What follows belongs to an exercise in optimizing a design on an open flow for small area, a short achievable clock period and few clock cycles; a production flow would make more cautious choices. Only simulation tests tie the RTL to the original design; equivalence was not proved. No activity file was given, so power comes from the tool's default toggle rates.

==> run a <==
==> flow/design.v <==
module qr_alnum (
    input  wire [5:0] idx,
    output reg  [7:0] chr
);
  always @(*) begin
    case (idx)
      6'd0:  chr = 8'h30; 6'd1:  chr = 8'h31; 6'd2:  chr = 8'h32; 6'd3:  chr = 8'h33;
      6'd4:  chr = 8'h34; 6'd5:  chr = 8'h35; 6'd6:  chr = 8'h36; 6'd7:  chr = 8'h37;
      6'd8:  chr = 8'h38; 6'd9:  chr = 8'h39; 6'd10: chr = 8'h41; 6'd11: chr = 8'h42;
      6'd12: chr = 8'h43; 6'd13: chr = 8'h44; 6'd14: chr = 8'h45; 6'd15: chr = 8'h46;
      6'd16: chr = 8'h47; 6'd17: chr = 8'h48; 6'd18: chr = 8'h49; 6'd19: chr = 8'h4A;
      6'd20: chr = 8'h4B; 6'd21: chr = 8'h4C; 6'd22: chr = 8'h4D; 6'd23: chr = 8'h4E;
      6'd24: chr = 8'h4F; 6'd25: chr = 8'h50; 6'd26: chr = 8'h51; 6'd27: chr = 8'h52;
      6'd28: chr = 8'h53; 6'd29: chr = 8'h54; 6'd30: chr = 8'h55; 6'd31: chr = 8'h56;
      6'd32: chr = 8'h57; 6'd33: chr = 8'h58; 6'd34: chr = 8'h59; 6'd35: chr = 8'h5A;
      6'd36: chr = 8'h20; 6'd37: chr = 8'h24; 6'd38: chr = 8'h25; 6'd39: chr = 8'h2A;
      6'd40: chr = 8'h2B; 6'd41: chr = 8'h2D; 6'd42: chr = 8'h2E; 6'd43: chr = 8'h2F;
      default: chr = 8'h3A;
    endcase
  end
endmodule
module qr_segdec (
    input  wire        clk,
    input  wire        rst,
    input  wire        start,
    input  wire [5:0]  version,
    input  wire [11:0] ndata,
    output wire        busy,
    input  wire        in_valid,
    input  wire [7:0]  in_data,
    output wire        in_ready,
    output reg         out_valid,
    output reg  [7:0]  out_char,
    output reg         seg_valid,
    output reg  [1:0]  seg_cls,
    output reg  [3:0]  seg_ind,
    output reg  [15:0] seg_len,
    output reg         seg_trunc,
    output reg         seg_bad,
    output reg  [12:0] seg_n,
    output reg  [14:0] seg_pos
);
  localparam BW = 22;                  
  localparam P_MODE = 2'd0;
  localparam P_LEN  = 2'd1;
  localparam P_DATA = 2'd2;
  function [16:0] addc(input [15:0] a, input [15:0] b, input ci);
    integer i;
    reg c;
    reg [15:0] s;
    begin
      c = ci;
      for (i = 0; i < 16; i = i + 1) begin
        s[i] = a[i] ^ b[i] ^ c;
        c    = (a[i] & b[i]) | (c & (a[i] ^ b[i]));
      end
      addc = {c, s};
    end
  endfunction
  function ge(input [15:0] a, input [15:0] b);    
    reg [16:0] t;
    begin
      t  = addc(a, ~b, 1'b1);
      ge = t[16];
    end
  endfunction
  function [15:0] add(input [15:0] a, input [15:0] b);
    reg [16:0] t;
    begin
      t   = addc(a, b, 1'b0);
      add = t[15:0];
    end
  endfunction
  function [15:0] sub(input [15:0] a, input [15:0] b);
    reg [16:0] t;
    begin
      t   = addc(a, ~b, 1'b1);
      sub = t[15:0];
    end
  endfunction
  function [3:0] add3(input [3:0] v);
    begin
      add3[3] = v[3] | (v[2] & (v[1] | v[0]));
      add3[2] = (v[3] & v[0]) | (v[2] & ~v[1] & ~v[0]);
      add3[1] = (v[3] & ~v[0]) | (~v[2] & v[1]) | (v[1] & v[0]);
      add3[0] = (v[3] & ~v[0]) | (~v[3] & ~v[2] & v[0]) | (v[2] & v[1] & ~v[0]);
    end
  endfunction
  function [11:0] bcd10(input [9:0] v);
    integer i;
    reg [21:0] s;
    begin
      s = {12'd0, v};
      for (i = 0; i < 10; i = i + 1) begin
        s[13:10] = add3(s[13:10]);
        s[17:14] = add3(s[17:14]);
        s[21:18] = add3(s[21:18]);
        s = s << 1;
      end
      bcd10 = s[21:10];
    end
  endfunction
  function [11:0] div360(input [11:0] v);
    integer k;
    reg [11:0] t;
    reg [2:0]  q;
    begin
      t = v;
      for (k = 2; k >= 0; k = k - 1) begin
        q[k] = (t >= (12'd360 << k));
        if (q[k]) t = t - (12'd360 << k);
      end
      div360 = {q, t[8:0]};
    end
  endfunction
  reg          busy_r;
  reg          fin;         
  reg  [1:0]   phase;
  reg  [1:0]   vcl;         
  reg  [BW-1:0] bbuf;       
  reg  [4:0]   cnt;
  reg  [5:0]   sh;          
  reg          shv;         
  reg  [11:0]  rcw;         
  reg          rdy;
  reg  [12:0]  rem;         
  reg          xv;
  reg          xs;          
  reg  [1:0]   xk;          
  reg  [11:0]  xx;          
  reg  [1:0]   dn;          
  reg  [11:0]  dd;          
  assign busy     = busy_r;
  assign in_ready = rdy;
  wire take = in_valid && rdy;
  reg  rem0, rem1, rem2;     
  wire rem3p = !rem0 && !rem1 && !rem2;
  reg [4:0] gw;
  reg [1:0] gk;
  always @(*) begin
    gk = 2'd1;
    case (phase)
      P_MODE: gw = 5'd4;
      P_LEN:  gw = rem[4] ? {1'b0, rem[3:0]} : 5'd8;
      default: begin
        if (seg_cls == 2'd0) begin
          if (rem3p)     begin gw = 5'd10; gk = 2'd3; end
          else if (rem2) begin gw = 5'd7;  gk = 2'd2; end
          else           begin gw = 5'd4;  gk = 2'd1; end
        end else if (seg_cls == 2'd1) begin
          if (rem1)      begin gw = 5'd6;  gk = 2'd1; end
          else           begin gw = 5'd11; gk = 2'd2; end
        end else begin
          gw = 5'd8;
        end
      end
    endcase
  end
  wire        have    = !sh[5];
  wire [BW-1:0] shifted = bbuf >> sh[4:0];
  reg  [10:0] x;
  integer j;
  always @(*) begin
    for (j = 0; j < 11; j = j + 1)
      x[j] = shifted[j] && (gw > j);
  end
  wire [3:0] mode = bbuf[7:4];
  reg [3:0] lw8;
  always @(*) begin
    case (mode)
      4'b0001: lw8 = (vcl == 2'd0) ? 4'd2 : (vcl == 2'd1) ? 4'd4 : 4'd6;
      4'b0010: lw8 = (vcl == 2'd0) ? 4'd1 : (vcl == 2'd1) ? 4'd3 : 4'd5;
      default: lw8 = (vcl == 2'd0) ? 4'd0 : 4'd8;
    endcase
  end
  wire        fits = (rcw[11:1] != 11'd0) || (rcw[0] ? (!sh[5] || sh[4:3] == 2'b11) : !sh[5]);
  reg xbad;
  always @(*) begin
    if (seg_cls == 2'd0)
      xbad = (xk == 2'd3) ? (xx[9:0] >= 10'd1000) :
             (xk == 2'd2) ? (xx[6:0] >= 7'd100) : (xx[3:0] >= 4'd10);
    else if (seg_cls == 2'd1)
      xbad = (xk == 2'd2) ? (xx[10:0] >= 11'd2025) : (xx[5:0] >= 6'd45);
    else
      xbad = 1'b0;
  end
  wire        alnum = (seg_cls == 2'd1);
  wire [11:0] dv    = div360(xs ? {xx[8:0], 3'd0} : {1'b0, xx[10:0]});
  wire [11:0] xdd   = (seg_cls == 2'd0) ? bcd10(xx[9:0]) :
                      alnum ? {xx[11:9], dv[11:9], dv[8:3]} : {4'd0, xx[7:0]};
  wire d_free  = !dn[1];                     
  wire x_bad   = xv && !xs && xbad;
  wire x_step  = xv && !xs && !xbad && alnum;
  wire retire  = xv && d_free && (alnum ? xs : !xbad);
  wire x_ready = !xv || retire;
  wire [5:0] idx   = dn[1] ? dd[11:6] : dd[5:0];
  wire [3:0] digit = dn[1] ? (dn[0] ? dd[11:8] : dd[7:4]) : dd[3:0];
  wire [7:0] c_tab;
  qr_alnum u_alnum (.idx(idx), .chr(c_tab));
  wire [7:0] head = (seg_cls == 2'd2) ? dd[7:0] : alnum ? c_tab : {4'h3, digit};
  wire run     = busy_r && !fin;
  wire e_mode  = run && (phase == P_MODE) && have;
  wire e_len   = run && (phase == P_LEN) && have;
  wire e_data  = run && (phase == P_DATA) && x_ready;
  wire e_end   = e_data && rem0;
  wire e_tr    = e_data && shv && !rem0 && !fits;
  wire e_grp   = e_data && shv && !rem0 && fits && have;
  wire e_cons  = e_mode || e_len || e_grp;
  wire req1 = (rem == 13'd1), req2 = (rem == 13'd2), req3 = (rem == 13'd3);
  wire req4 = (rem == 13'd4), req5 = (rem == 13'd5);
  wire g_rem0 = gk[1] ? (gk[0] ? req3 : req2) : req1;
  wire g_rem1 = gk[1] ? (gk[0] ? req4 : req3) : req2;
  wire g_rem2 = gk[1] ? (gk[0] ? req5 : req4) : req3;
  wire       post_r1 = (phase == P_DATA) && g_rem1;
  wire       post_r2 = (phase == P_DATA) && g_rem2;
  reg  [4:0] g0, g1;
  always @(*) begin
    g1 = (seg_cls == 2'd0) ? 5'd4 : 5'd6;
    if (phase == P_MODE)
      g0 = {1'b0, lw8};
    else if (phase == P_LEN && rem[4])
      g0 = 5'd8;
    else if (seg_cls == 2'd0)
      g0 = 5'd10;
    else if (seg_cls == 2'd1)
      g0 = 5'd11;
    else
      g0 = 5'd8;
  end
  wire [5:0] sh_g0 = sh - {1'b0, g0};
  wire [5:0] sh_g1 = sh - {1'b0, g1};
  wire [5:0] sh_g2 = sh - 6'd7;
  wire       sel1  = post_r1 && seg_cls[1] == 1'b0;
  wire       sel2  = post_r2 && seg_cls == 2'd0;
  wire [5:0] sh_cons = sel2 ? sh_g2 : sel1 ? sh_g1 : sh_g0;
  wire [4:0]  cnt_after = e_cons ? sh[4:0] : cnt;
  wire [4:0]  cnt_next  = take ? cnt_after + 5'd8 : cnt_after;
  wire [5:0]  sh_base   = !shv   ? {1'b0, cnt} - {1'b0, gw} :
                          e_cons ? sh_cons : sh;
  wire [5:0]  sh_next   = take ? sh_base + 6'd8 : sh_base;
  wire [15:0] len_next  = {seg_len[7:0], x[7:0]};
  wire        len_small = (len_next[15:2] == 14'd0) && (len_next[1:0] != 2'd0);
  wire [11:0] rcw_dec   = rcw - 12'd1;
  wire [14:0] pos_add   = seg_pos + {10'd0, gw};
  wire [12:0] rem_sub   = rem - {11'd0, gk};
  wire [12:0] n_inc     = seg_n + 13'd1;
  always @(posedge clk) begin
    if (take) bbuf <= {bbuf[BW-9:0], in_data};
    cnt <= cnt_next;
    sh  <= sh_next;
    if (take) rcw <= rcw_dec[11:0];
    if (rst) begin
      busy_r    <= 1'b0;
      rdy       <= 1'b0;
      out_valid <= 1'b0;
      seg_valid <= 1'b0;
    end else if (!busy_r) begin
      busy_r    <= start;
      rdy       <= start;
      out_valid <= 1'b0;
      seg_valid <= 1'b0;
    end else begin
      rdy       <= !fin && (take ? (cnt_after <= BW - 16) : (cnt_after <= BW - 8)) && !seg_valid;
      out_valid <= (dn != 2'd0);
      seg_valid <= fin && !xv && !dn[1] && !seg_valid;
      if (seg_valid) busy_r <= 1'b0;
    end
    if (!busy_r) begin
        fin       <= 1'b0;
        phase     <= P_MODE;
        vcl       <= (version <= 6'd9) ? 2'd0 : (version <= 6'd26) ? 2'd1 : 2'd2;
        cnt       <= 5'd0;
        sh        <= 6'b111100;
        shv       <= 1'b1;
        rcw       <= ndata;
        xv        <= 1'b0;
        dn        <= 2'd0;
        seg_len   <= 16'd0;
        seg_trunc <= 1'b0;
        seg_bad   <= 1'b0;
        seg_n     <= 13'd0;
        seg_pos   <= 15'd0;
    end else begin
      if (e_cons) seg_pos <= pos_add[14:0];
      shv <= 1'b1;
      if (e_mode) begin
        seg_ind <= mode;
        rem     <= {8'd0, 1'b1, lw8};
        phase   <= P_LEN;
        case (mode)
          4'b0001: seg_cls <= 2'd0;
          4'b0010: seg_cls <= 2'd1;
          4'b0100: seg_cls <= 2'd2;
          default: begin seg_cls <= 2'd3; fin <= 1'b1; end
        endcase
      end
      if (e_len) begin
        if (!rem[4]) begin
          seg_len <= len_next;
          rem     <= (len_next[15:13] != 3'd0) ? 13'h1fff : len_next[12:0];
          rem0    <= (len_next == 16'd0);
          rem1    <= (len_next == 16'd1);
          rem2    <= (len_next == 16'd2);
          phase   <= P_DATA;
          shv     <= !len_small;
        end else begin
          seg_len <= {8'd0, x[7:0]};
          rem     <= 13'd0;
        end
      end
      if (e_end) fin <= 1'b1;
      if (e_tr) begin fin <= 1'b1; seg_trunc <= 1'b1; end
      if (retire) xv <= 1'b0;
      if (x_step) begin
        xs <= 1'b1;
        xx <= dv;
      end
      if (x_bad) begin
        xv      <= 1'b0;
        seg_bad <= 1'b1;
        fin     <= 1'b1;
      end
      if (e_grp) begin
        xv  <= 1'b1;
        xs  <= 1'b0;
        xk  <= gk;
        xx  <= {1'd0, x};
        rem  <= rem_sub[12:0];
        rem0 <= g_rem0;
        rem1 <= g_rem1;
        rem2 <= g_rem2;
      end
      if (dn != 2'd0) begin
        out_char <= head;
        dn       <= {dn[1] & dn[0], !dn[0]};
        seg_n    <= n_inc[12:0];
      end
      if (retire) begin
        dn <= xk;
        dd <= xdd;
      end
    end
  end
endmodule
==> flow/flow/run.sh <==
#!/bin/bash
# Standard layout, with timing repair aimed at a 7.5 ns setup margin (the
# clock period and constraints are the design's; only the repair target of
# the resizer's repair_timing steps changes).
set -euo pipefail
bash standard.sh SETUP_SLACK_MARGIN=7.5 finish > standard_make.log 2>&1
==> flow/standard.sh <==
#!/bin/bash
# synth_recipe.tcl (not shown) runs the flow's synth.tcl, then flattens the netlist and writes it again
# the make line also repeats each setting of config.mk as NAME=value (left out here)
make -C /OpenROAD-flow-scripts/flow DESIGN_CONFIG=/design/flow/config.mk WORK_HOME=/design/flow/orfs CLKGATE_MAP_FILE= SYNTH_SCRIPT=/design/flow/synth_recipe.tcl "${@:-finish}"
==> flow/config.mk <==
export PLATFORM = sky130hd
export DESIGN_NAME = qr_segdec
export DESIGN_NICKNAME = qr_segdec
export VERILOG_FILES = /design/flow/design.v
export SDC_FILE = /design/flow/constraint.sdc
export NUM_CORES = 4
export LEC_CHECK = 0
export ABC_AREA = 1
export CAP_MARGIN = 20
export CORE_MARGIN = 2
export CORE_UTILIZATION = 60
export PLACE_DENSITY = 0.75
export SLEW_MARGIN = 20
==> flow/constraint.sdc <==
create_clock -name core_clock -period 11.0 [get_ports {clk}]
set_input_delay 2.2000 -clock core_clock [delete_from_list [all_inputs] [get_ports {clk}]]
set_output_delay 2.2000 -clock core_clock [all_outputs]
set_load 0.01 [all_outputs]
==> run b (differences from run a) <==
==> flow/design.v, changed modules only <==
module qr_segdec (
    input  wire        clk,
    input  wire        rst,
    input  wire        start,
    input  wire [5:0]  version,
    input  wire [11:0] ndata,
    output reg         busy,
    input  wire        in_valid,
    input  wire [7:0]  in_data,
    output wire        in_ready,
    output reg         out_valid,
    output reg  [7:0]  out_char,
    output reg         seg_valid,
    output reg  [1:0]  seg_cls,
    output reg  [3:0]  seg_ind,
    output reg  [15:0] seg_len,
    output reg         seg_trunc,
    output reg         seg_bad,
    output reg  [12:0] seg_n,
    output reg  [14:0] seg_pos
);
  localparam BW = 22;                  
  localparam P_MODE = 2'd0;
  localparam P_LEN  = 2'd1;
  localparam P_DATA = 2'd2;
  function [16:0] addc(input [15:0] a, input [15:0] b, input ci);
    integer i;
    reg c;
    reg [15:0] s;
    begin
      c = ci;
      for (i = 0; i < 16; i = i + 1) begin
        s[i] = a[i] ^ b[i] ^ c;
        c    = (a[i] & b[i]) | (c & (a[i] ^ b[i]));
      end
      addc = {c, s};
    end
  endfunction
  function ge(input [15:0] a, input [15:0] b);    
    reg [16:0] t;
    begin
      t  = addc(a, ~b, 1'b1);
      ge = t[16];
    end
  endfunction
  function [15:0] add(input [15:0] a, input [15:0] b);
    reg [16:0] t;
    begin
      t   = addc(a, b, 1'b0);
      add = t[15:0];
    end
  endfunction
  function [15:0] sub(input [15:0] a, input [15:0] b);
    reg [16:0] t;
    begin
      t   = addc(a, ~b, 1'b1);
      sub = t[15:0];
    end
  endfunction
  function [3:0] add3(input [3:0] v);
    begin
      add3[3] = v[3] | (v[2] & (v[1] | v[0]));
      add3[2] = (v[3] & v[0]) | (v[2] & ~v[1] & ~v[0]);
      add3[1] = (v[3] & ~v[0]) | (~v[2] & v[1]) | (v[1] & v[0]);
      add3[0] = (v[3] & ~v[0]) | (~v[3] & ~v[2] & v[0]) | (v[2] & v[1] & ~v[0]);
    end
  endfunction
  function [11:0] bcd10(input [9:0] v);
    integer i;
    reg [21:0] s;
    begin
      s = {12'd0, v};
      for (i = 0; i < 10; i = i + 1) begin
        s[13:10] = add3(s[13:10]);
        s[17:14] = add3(s[17:14]);
        s[21:18] = add3(s[21:18]);
        s = s << 1;
      end
      bcd10 = s[21:10];
    end
  endfunction
  function [11:0] div360(input [11:0] v);
    integer k;
    reg [11:0] t;
    reg [2:0]  q;
    begin
      t = v;
      for (k = 2; k >= 0; k = k - 1) begin
        q[k] = (t >= (12'd360 << k));
        if (q[k]) t = t - (12'd360 << k);
      end
      div360 = {q, t[8:0]};
    end
  endfunction
  reg          busy_r;
  reg          fin;         
  reg  [1:0]   phase;
  reg  [1:0]   vcl;         
  reg  [BW-1:0] bbuf;       
  reg  [4:0]   cnt;
  reg          cn, ca, cb;  
  reg  [5:0]   sh;          
  reg          shv;         
  reg  [11:0]  rcw;         
  reg          rdy;
  reg  [12:0]  rem;         
  reg          xv;
  reg          xs;          
  reg  [1:0]   xk;          
  reg  [11:0]  xx;          
  reg  [2:0]   xq;          
  reg  [1:0]   dn;          
  reg  [11:0]  dd;          
  assign in_ready = rdy;
  wire take = in_valid && rdy;
  reg  rem0, rem1, rem2;     
  reg  rem3, rem4, rem5;     
  wire rem3p = !rem0 && !rem1 && !rem2;
  reg [4:0] gw;
  reg [1:0] gk;
  always @(*) begin
    gk = 2'd1;
    case (phase)
      P_MODE: gw = 5'd4;
      P_LEN:  gw = rem[4] ? {1'b0, rem[3:0]} : 5'd8;
      default: begin
        if (cn) begin
          if (rem3p)     begin gw = 5'd10; gk = 2'd3; end
          else if (rem2) begin gw = 5'd7;  gk = 2'd2; end
          else           begin gw = 5'd4;  gk = 2'd1; end
        end else if (ca) begin
          if (rem1)      begin gw = 5'd6;  gk = 2'd1; end
          else           begin gw = 5'd11; gk = 2'd2; end
        end else begin
          gw = 5'd8;
        end
      end
    endcase
  end
  wire        have    = !sh[5];
  wire [BW-1:0] shifted = bbuf >> sh[4:0];
  reg  [10:0] x;
  integer j;
  always @(*) begin
    for (j = 0; j < 11; j = j + 1)
      x[j] = shifted[j] && (gw > j);
  end
  wire [3:0] mode = bbuf[7:4];
  reg [3:0] lw8;
  always @(*) begin
    case (mode)
      4'b0001: lw8 = (vcl == 2'd0) ? 4'd2 : (vcl == 2'd1) ? 4'd4 : 4'd6;
      4'b0010: lw8 = (vcl == 2'd0) ? 4'd1 : (vcl == 2'd1) ? 4'd3 : 4'd5;
      default: lw8 = (vcl == 2'd0) ? 4'd0 : 4'd8;
    endcase
  end
  wire        fits = (rcw[11:1] != 11'd0) || (rcw[0] ? (!sh[5] || sh[4:3] == 2'b11) : !sh[5]);
  reg xbad;
  always @(*) begin
    if (cn)
      xbad = (xk == 2'd3) ? (xx[9:0] >= 10'd1000) :
             (xk == 2'd2) ? (xx[6:0] >= 7'd100) : (xx[3:0] >= 4'd10);
    else if (ca)
      xbad = (xk == 2'd2) ? (xx[10:0] >= 11'd2025) : (xx[5:0] >= 6'd45);
    else
      xbad = 1'b0;
  end
  wire        alnum = ca;
  wire [11:0] dv    = div360(xx);
  wire [11:0] xdd   = cn ? bcd10(xx[9:0]) :
                      alnum ? {xq, dv[11:9], dv[8:3]} : {4'd0, xx[7:0]};
  wire d_free  = !dn[1];                     
  wire x_bad   = xv && !xs && xbad;
  wire x_step  = xv && !xs && !xbad && alnum;
  wire retire  = xv && d_free && (alnum ? xs : !xbad);
  wire x_ready = !xv || retire;
  wire [5:0] idx   = dn[1] ? dd[11:6] : dd[5:0];
  wire [3:0] digit = dn[1] ? (dn[0] ? dd[11:8] : dd[7:4]) : dd[3:0];
  wire [7:0] c_tab;
  qr_alnum u_alnum (.idx(idx), .chr(c_tab));
  wire [7:0] head = cb ? dd[7:0] : alnum ? c_tab : {4'h3, digit};
  wire run     = busy_r && !fin;
  wire e_mode  = run && (phase == P_MODE) && have;
  wire e_len   = run && (phase == P_LEN) && have;
  wire e_data  = run && (phase == P_DATA) && x_ready;
  wire e_end   = e_data && rem0;
  wire e_tr    = e_data && shv && !rem0 && !fits;
  wire e_grp   = e_data && shv && !rem0 && fits && have;
  wire e_cons  = e_mode || e_len || e_grp;
  wire remz = (rem[12:4] == 9'd0);
  wire req6 = remz && (rem[3:0] == 4'd6);
  wire req7 = remz && (rem[3:0] == 4'd7);
  wire req8 = remz && (rem[3:0] == 4'd8);
  wire numc = cn;
  wire alnc = ca;
  wire g_rem0 = numc ? (rem1 || rem2 || rem3) : alnc ? (rem1 || rem2) : rem1;
  wire g_rem1 = numc ? rem4 : alnc ? rem3 : rem2;
  wire g_rem2 = numc ? rem5 : alnc ? rem4 : rem3;
  wire g_rem3 = numc ? req6 : alnc ? rem5 : rem4;
  wire g_rem4 = numc ? req7 : alnc ? req6 : rem5;
  wire g_rem5 = numc ? req8 : alnc ? req7 : req6;
  wire       post_r1 = (phase == P_DATA) && (numc ? rem4 : rem3);
  wire       post_r2 = (phase == P_DATA) && rem5;
  reg  [4:0] g0, g1;
  always @(*) begin
    g1 = cn ? 5'd4 : 5'd6;
    if (phase == P_MODE)
      g0 = {1'b0, lw8};
    else if (phase == P_LEN && rem[4])
      g0 = 5'd8;
    else if (cn)
      g0 = 5'd10;
    else if (ca)
      g0 = 5'd11;
    else
      g0 = 5'd8;
  end
  wire [5:0] sh_g0 = sh - {1'b0, g0};
  wire [5:0] sh_g1 = sh - {1'b0, g1};
  wire [5:0] sh_g2 = sh - 6'd7;
  wire       sel1  = post_r1 && !cb;
  wire       sel2  = post_r2 && cn;
  wire [5:0] sh_cons = sel2 ? sh_g2 : sel1 ? sh_g1 : sh_g0;
  wire [4:0]  cnt_after = e_cons ? sh[4:0] : cnt;
  wire [4:0]  cnt_next  = take ? cnt_after + 5'd8 : cnt_after;
  wire [5:0]  sh_base   = !shv   ? {1'b0, cnt} - {1'b0, gw} :
                          e_cons ? sh_cons : sh;
  wire [5:0]  sh_next   = take ? sh_base + 6'd8 : sh_base;
  wire [15:0] len_next  = {seg_len[7:0], x[7:0]};
  wire        len_small = (len_next[15:2] == 14'd0) && (len_next[1:0] != 2'd0);
  wire [11:0] rcw_dec   = rcw - 12'd1;
  wire [14:0] pos_add   = seg_pos + {10'd0, gw};
  wire [12:0] rem_sub   = rem - {11'd0, gk};
  wire [12:0] n_inc     = seg_n + 13'd1;
  always @(posedge clk) begin
    if (take) bbuf <= {bbuf[BW-9:0], in_data};
    cnt <= cnt_next;
    sh  <= sh_next;
    if (take) rcw <= rcw_dec[11:0];
    if (rst)
      busy <= 1'b0;
    else if (!busy)
      busy <= start;
    else if (seg_valid)
      busy <= 1'b0;
    if (rst) begin
      busy_r    <= 1'b0;
      rdy       <= 1'b0;
      out_valid <= 1'b0;
      seg_valid <= 1'b0;
    end else if (!busy_r) begin
      busy_r    <= start;
      rdy       <= start;
      out_valid <= 1'b0;
      seg_valid <= 1'b0;
    end else begin
      rdy       <= !fin && (take ? (cnt_after <= BW - 16) : (cnt_after <= BW - 8)) && !seg_valid;
      out_valid <= (dn != 2'd0);
      seg_valid <= fin && !xv && !dn[1] && !seg_valid;
      if (seg_valid) busy_r <= 1'b0;
    end
    if (!busy_r) begin
        fin       <= 1'b0;
        phase     <= P_MODE;
        vcl       <= (version <= 6'd9) ? 2'd0 : (version <= 6'd26) ? 2'd1 : 2'd2;
        cnt       <= 5'd0;
        sh        <= 6'b111100;
        cn        <= 1'b0;
        ca        <= 1'b0;
        cb        <= 1'b0;
        shv       <= 1'b1;
        rcw       <= ndata;
        xv        <= 1'b0;
        dn        <= 2'd0;
        seg_len   <= 16'd0;
        seg_trunc <= 1'b0;
        seg_bad   <= 1'b0;
        seg_n     <= 13'd0;
        seg_pos   <= 15'd0;
    end else begin
      if (e_cons) seg_pos <= pos_add[14:0];
      shv <= 1'b1;
      if (e_mode) begin
        seg_ind <= mode;
        rem     <= {8'd0, 1'b1, lw8};
        phase   <= P_LEN;
        case (mode)
          4'b0001: begin seg_cls <= 2'd0; cn <= 1'b1; end
          4'b0010: begin seg_cls <= 2'd1; ca <= 1'b1; end
          4'b0100: begin seg_cls <= 2'd2; cb <= 1'b1; end
          default: begin seg_cls <= 2'd3; fin <= 1'b1; end
        endcase
      end
      if (e_len) begin
        if (!rem[4]) begin
          seg_len <= len_next;
          rem     <= (len_next[15:13] != 3'd0) ? 13'h1fff : len_next[12:0];
          rem0    <= (len_next == 16'd0);
          rem1    <= (len_next == 16'd1);
          rem2    <= (len_next == 16'd2);
          rem3    <= (len_next == 16'd3);
          rem4    <= (len_next == 16'd4);
          rem5    <= (len_next == 16'd5);
          phase   <= P_DATA;
          shv     <= !len_small;
        end else begin
          seg_len <= {8'd0, x[7:0]};
          rem     <= 13'd0;
        end
      end
      if (e_end) fin <= 1'b1;
      if (e_tr) begin fin <= 1'b1; seg_trunc <= 1'b1; end
      if (retire) xv <= 1'b0;
      if (x_step) begin
        xs <= 1'b1;
        xq <= dv[11:9];
        xx <= {dv[8:0], 3'd0};
      end
      if (x_bad) begin
        xv      <= 1'b0;
        seg_bad <= 1'b1;
        fin     <= 1'b1;
      end
      if (e_grp) begin
        xv  <= 1'b1;
        xs  <= 1'b0;
        xk  <= gk;
        xx  <= {1'd0, x};
        rem  <= rem_sub[12:0];
        rem0 <= g_rem0;
        rem1 <= g_rem1;
        rem2 <= g_rem2;
        rem3 <= g_rem3;
        rem4 <= g_rem4;
        rem5 <= g_rem5;
      end
      if (dn != 2'd0) begin
        out_char <= head;
        dn       <= {dn[1] & dn[0], !dn[0]};
        seg_n    <= n_inc[12:0];
      end
      if (retire) begin
        dn <= xk;
        dd <= xdd;
      end
    end
  end
endmodule
==> flow/flow/run.sh (replaced) <==
#!/bin/bash
# Standard layout, with three changes to how it is made (the clock period and
# the constraints are the design's):
#  - the resizer's repair_timing steps aim at a 7.85 ns setup margin;
#  - every port still gets its buffer, but a plain buf_1 instead of the
#    delay cell that buffer_ports picks by default;
#  - clock tree synthesis adds no dummy loads (its other arguments are
#    the standard flow's).
set -euo pipefail
bash standard.sh SETUP_SLACK_MARGIN=7.85 \
  "BUFFER_PORTS_ARGS=-buffer_cell sky130_fd_sc_hd__buf_1" \
  "CTS_ARGS=-sink_clustering_enable -repair_clock_nets -dont_use_dummy_load" \
  finish > standard_make.log 2>&1
==> qor summary <==
| quantity | run b | run a |
|---|---|---|
| PnR Total Power | 1410 µW | 1460 µW |
| Reported combinational group power | 204 µW | 186 µW |
| Critical Path Sink | xx[8]$_DFFE_PP_ | seg_cls[1] |
| Part of the total power dissipated in sequential elements | 0.511 | 0.467 |
| Endpoint of the worst-slack reg-to-reg timing path | xx[8]$_DFFE_PP_ | sh[5]$_SDFF_PN1_ |
| Die W | 142 µm | 140 µm |
| Area fraction of the dominant cell type after synthesis | 0.262 | 0.253 |
| CTS clock-pin slew for the worst setup and hold paths | 0.06 ns | 0.07 ns |
| Net switching power of the design | 373 µW | 406 µW |
| Via count normalized by instance count | 5.76 | 5.92 |
| Transition time at the pin with the least slew margin | 0.770 ns | 1.04 ns |
| Status | timing/DRC/antenna clean | timing/DRC/antenna clean |
| Met1 Wirelength | 13.7 mm | 13.1 mm |
| Setup clock skew after layout | 0.0304 ns | 0.0104 ns |
| Final weighted congestion in routability-driven placement | 0.964 | 0.965 |
| Sequential share of cell area | 0.333 | 0.312 |
Testbench counts of run a, summed over its fixed seeds: cycles 80,989.
Testbench counts of run b, summed over its fixed seeds: cycles 80,989.

## afterwards: timing with drivers on the ports
The flow's constraints put no driver on any port. The routed layouts listed below were extracted and timed again, unchanged, in two steps. Step 1: set_driving_cell puts a clkbuf_16 on clk and a buf_2 on each other input, an assumption about the parent block. Step 2 times the ports against the registers' clock, not the clock port: input delays grow and output delays shrink by t, the midpoint of the rising clock arrivals with the driver on. a / b / c = ideal / step 1 / step 2; a / b = the first two.
| run | t, ns | setup slack, ns | worst setup path at the end |
|---|---|---|---|
| run a | 0.481 | 7.500 / 7.452 / 7.157 | input to register |
| run b | 0.469 | 7.834 / 7.813 / 7.556 | input to register |
After both steps every run listed still meets setup and hold. For run a, which loses most, drivers alone change the setup slack by -0.048 ns; drivers and shift together by -0.343 ns.
